This is an optimization exercise on Yosys and OpenROAD, whose aim is small area, a short achievable clock period and few clock cycles per item, not a production implementation.
Only simulation tests tie the RTL to the original design; equivalence was not proved.
Power and IR drop assume default switching activity.

== try-amber ==
## carcluster_crc
module carcluster_crc (
  input  wire        clk,
  input  wire        rst,         
  input  wire        cmd_valid,
  output wire        cmd_ready,
  input  wire [63:0] cmd,
  output wire [7:0]  res,
  output wire [3:0]  seq,
  output wire        tabv,
  output wire [7:0]  fault,
  output wire [63:0] fcmd
);
For scale: about 150 I/O pins, roughly 110000 sq um of cells after synthesis.
Settings: LEC_CHECK=0, ABC_CLOCK_PERIOD_IN_PS=4000, CAP_MARGIN=20, CORE_MARGIN=2, CORE_UTILIZATION=50, CTS_CLUSTER_DIAMETER=80, CTS_CLUSTER_SIZE=24, SETUP_SLACK_MARGIN=5, SLEW_MARGIN=20, SYNTH_HIERARCHICAL=1, TNS_END_PERCENT=10; clock period 12.0 ns.
standard.sh (not shown) runs the stock make flow with config.mk's settings and CLKGATE_MAP_FILE= SYNTH_SCRIPT=/design/flow/synth_recipe.tcl, a recipe that flattens the netlist after the stock synthesis.
==> flow/flow/run.sh <==
#!/bin/bash
set -euo pipefail
MARGIN=6.5
bash standard.sh SETUP_SLACK_MARGIN=$MARGIN finish > standard.log 2>&1
Testbench counts of try-amber, summed over its fixed seeds: cycles 13,640, commands 12,744.
### try-amber -> try-maple
Settings: removing CTS_CLUSTER_DIAMETER (formerly 80); removing TNS_END_PERCENT (formerly 10); removing CTS_CLUSTER_SIZE (formerly 24).
diff --git a/flow/flow/run.sh b/flow/flow/run.sh
--- a/flow/flow/run.sh
+++ b/flow/flow/run.sh
@@ -3 +3 @@
-MARGIN=6.5
+MARGIN=7.5
==> run summary <==
For try-maple and try-amber, there was not a single run that failed to finish clean. try-maple vs. try-amber: total power saw an increase; initial antenna violation count went up 12; violation count after the first detailed-routing iteration grew by 19%; clock-buffer cell count now sits higher; clock power went up by 62%. try-maple vs try-amber: final cell count up in try-maple.
The following lists how try-juniper was set up differently from try-maple:
Settings: an added CTS_CLUSTER_DIAMETER of 80; an added TNS_END_PERCENT of 10; an added CTS_CLUSTER_SIZE of 24.
[summary]
Delta (try-juniper minus try-maple): via count shows a reduction of 1724; total number of cells along the worst setup path shows a reduction of 2; utilization shows a reduction of 2.5 points.
Compared with try-maple, in try-juniper delay of the slowest cell on the worst path decreased 0.05 ns, multi-input gate count essentially unchanged, clock-buffer cell count decreased 216.
Delta (try-juniper minus try-maple): non-clock buffer count went down by 4.8%; clock slew at the register clock pins of the worst setup and hold paths was more or less identical; part of the cycle the worst path needs went up by 0.59 points; iteration-0 DRC count of the detailed router went down by 440.


## old
Starting RTL as in the previous note.
==> flow/config.mk <==
export PLATFORM = sky130hd
export DESIGN_NAME = carcluster_crc
export DESIGN_NICKNAME = carcluster_crc
export VERILOG_FILES = /design/flow/design.v
export SDC_FILE = /design/flow/constraint.sdc
export NUM_CORES = 4
export LEC_CHECK = 0
export ABC_CLOCK_PERIOD_IN_PS = 4000
export CAP_MARGIN = 20
export CORE_MARGIN = 2
export CORE_UTILIZATION = 50
export CTS_CLUSTER_DIAMETER = 80
export CTS_CLUSTER_SIZE = 24
export SETUP_SLACK_MARGIN = 5
export SLEW_MARGIN = 20
export SYNTH_HIERARCHICAL = 1
==> flow/constraint.sdc <==
create_clock -name core_clock -period 12.0 [get_ports {clk}]
set_input_delay 2.4000 -clock core_clock [delete_from_list [all_inputs] [get_ports {clk}]]
set_output_delay 2.4000 -clock core_clock [all_outputs]
set_load 0.01 [all_outputs]
==> flow/flow/run.sh <==
#!/bin/bash
set -euo pipefail
MARGIN=7.5
bash standard.sh SETUP_SLACK_MARGIN=$MARGIN finish > standard.log 2>&1
Testbench counts of old, summed over its fixed seeds: cycles 13,640, commands 12,744.
diff inputs: old => new
-- flow/config.mk --
<<< old, line 9
export CAP_MARGIN = 20
>>> new, line 9
export CAP_MARGIN = 5
<<< old, line 15
export SLEW_MARGIN = 20
>>> new, line 15
export SLEW_MARGIN = 5
<<< old, line 17
>>> new, line 17
export TNS_END_PERCENT = 10
==> run summary <==
On final cell count, new tracks old almost exactly.
In terms of total DRC errors in the routed layout, new and old differ only marginally.
old and new ended up with roughly the same clock network area share.
Count of clock-buffer cells in the layout for new: 11 down relative to old
The run with more routed wire is new, not old.
Placement-stage cell area essentially unchanged between new and old.
Time the final worst path needs with I/O delays and setup ends up lower on old.
Re sum of routed wire segments on met1: old was lower than new.
On number of nets in the final layout, old tracks new almost exactly.


## job 102
Another version of the RTL of carcluster_crc (not shown whole).
Size: roughly 2400 flip-flops.
==> flow/design.v (excerpt) <==
module carcluster_crc (
  input  wire        clk,
  input  wire        rst,         
  input  wire        cmd_valid,
  output wire        cmd_ready,
  input  wire [63:0] cmd,
  output wire [7:0]  res,
  output wire [3:0]  seq,
  output wire        tabv,
  output wire [7:0]  fault,
  output wire [63:0] fcmd
);
  localparam [7:0] OP_BUILD  = 8'h01, OP_CRC8 = 8'h02, OP_XCRC = 8'h03,
                   OP_SEQADV = 8'h04, OP_PACK = 8'h05, OP_XSUM = 8'h06,
                   OP_CNXT   = 8'h07, OP_WRB  = 8'h08, OP_RDB  = 8'h09,
                   OP_STRES  = 8'h0A;
  localparam [2:0] F_ILLEGAL = 3'd1, F_BADOP = 3'd2, F_BADFT = 3'd3,
                   F_NOTAB   = 3'd4, F_RANGE = 3'd5;
  reg [2047:0] mem;           
  wire [2047:0] mem_nx;       
  reg        busy;            
  reg [63:0] cw;              
  reg [2:0]  pf;              
  reg        g_rdb, g_imm, g_seq, g_build, g_wr;   
  reg        f_pack, f_stres;
  reg [7:0]  w_lo;            
  reg [5:0]  w_rot;           
  reg [6:0]  w_end;           
  reg [7:0]  imm_val;         
  reg [2:0]  col_q;           
  reg [7:0]  res_r;
  reg [3:0]  seq_r;
  reg        tabv_r;
  reg [2:0]  fault_r;
  reg [63:0] erow_q, orow_q;  
  reg        par_q;           
  reg        b_ok;            
  reg [15:0] es_b, os_b;      
  reg        rb0;             
  reg [4:0]  cnt;             
  reg        first;           
  reg [2:0]  mlead;           
  reg [7:0]  acc;             
  reg [1:0]  kind;            
  wire [7:0]  rdb_val;
  assign res   = g_rdb ? rdb_val : g_imm ? imm_val : res_r;
  assign seq   = seq_r + {3'd0, g_seq};
  assign tabv  = tabv_r | g_build;
  wire [2:0] fault3 = fault_r | pf;
  wire halted = (fault3 != 3'd0);
  assign fault = {5'd0, fault3};
  assign fcmd  = halted ? cw : 64'd0;
  ...
make LEC_CHECK=0 ABC_CLOCK_PERIOD_IN_PS=4000 CAP_MARGIN=20 CORE_MARGIN=2 CORE_UTILIZATION=50 SETUP_SLACK_MARGIN=5 SLEW_MARGIN=20 SYNTH_HIERARCHICAL=1 finish   # period 12.0 ns
run.sh (not shown) runs the stock make flow with config.mk's settings and CLKGATE_MAP_FILE= SYNTH_SCRIPT=/design/flow/synth_recipe.tcl, a recipe that flattens the netlist after the stock synthesis.
Stock flow here: none of the scripts above is used.
Testbench counts of job 102, summed over its fixed seeds: cycles 13,640, commands 12,744.
Relative to job 102, the following input files were edited for job 105:
==> flow/flow/run.sh (new file) <==
#!/bin/bash
set -euo pipefail
MARGIN=7.5
bash standard.sh SETUP_SLACK_MARGIN=$MARGIN finish > standard.log 2>&1
==> flow/standard.sh (new file) <==
#!/bin/bash
# synth_recipe.tcl (not shown) runs the flow's synth.tcl, then flattens the netlist and writes it again
# the make line also repeats each setting of config.mk as NAME=value (left out here)
make -C /OpenROAD-flow-scripts/flow DESIGN_CONFIG=/design/flow/config.mk WORK_HOME=/design/flow/orfs CLKGATE_MAP_FILE= SYNTH_SCRIPT=/design/flow/synth_recipe.tcl "${@:-finish}"
removed: flow/run.sh
Pin count of the biggest net entering global routing, job 105 and job 102, lower one = job 105. Of job 105 and job 102, the run reporting the lower combinational group power was job 102. Maximum clock rate (lower): job 102. Job 102 has higher biggest fanout along the worst timing path than job 105. Summary — final wirelength, job 105 relative to job 102: higher, by 4.3%. The final antenna diode count in job 105 was lower than what job 102 gave. Run comparison: job 105 main power-consuming group clock; job 102 main power-consuming group registers. Delta (job 105 minus job 102): first-iteration DRC count now sits higher; peak ir drop on the vdd network moved down.

-- separate check: timing with driven ports --
How much do the figures lean on ideal ports? The routed layouts below were timed once more, with nothing changed but the port constraints.
Step 1 assumes that a clkbuf_16 drives the clock port and a buf_2 every other input.
Step 2 times the ports against the registers' clock, not the clock port: input delays grow and output delays shrink by t, the midpoint of the rising clock arrivals with the driver on.
Three values: ideal ports, drivers, drivers and shift; two values: the first two.
| run | t, ns | setup WS [ns] | worst hold slack (ns) | cell pins on the clock port's net |
|---|---|---|---|---|
| try-amber | 0.957 | 6.304 / 6.355 / 5.398 | 0.472 / 0.472 / 0.472 | 1 |
| try-maple | 0.986 | 6.929 / 6.929 / 5.972 | 0.469 / 0.469 / 0.469 | 1 |
| try-juniper | 0.922 | 6.858 / 6.872 / 5.976 | 0.468 / 0.468 / 0.468 | 1 |
| old | 0.934 | 6.861 / 6.904 / 5.970 | 0.470 / 0.470 / 0.470 | 1 |
| new | 0.950 | 6.857 / 6.883 / 5.933 | 0.472 / 0.472 / 0.472 | 1 |
| job 102 | 0.958 | 5.228 / 5.137 / 5.077 | 0.475 / 0.475 / 0.475 | 1 |
| job 105 | 0.986 | 6.595 / 6.495 / 6.350 | 0.475 / 0.475 / 0.475 | 1 |
After both steps setup and hold are still met in every run listed. For try-maple, which loses most, drivers alone change the setup slack by 0.000 ns; drivers and shift together by -0.957 ns.
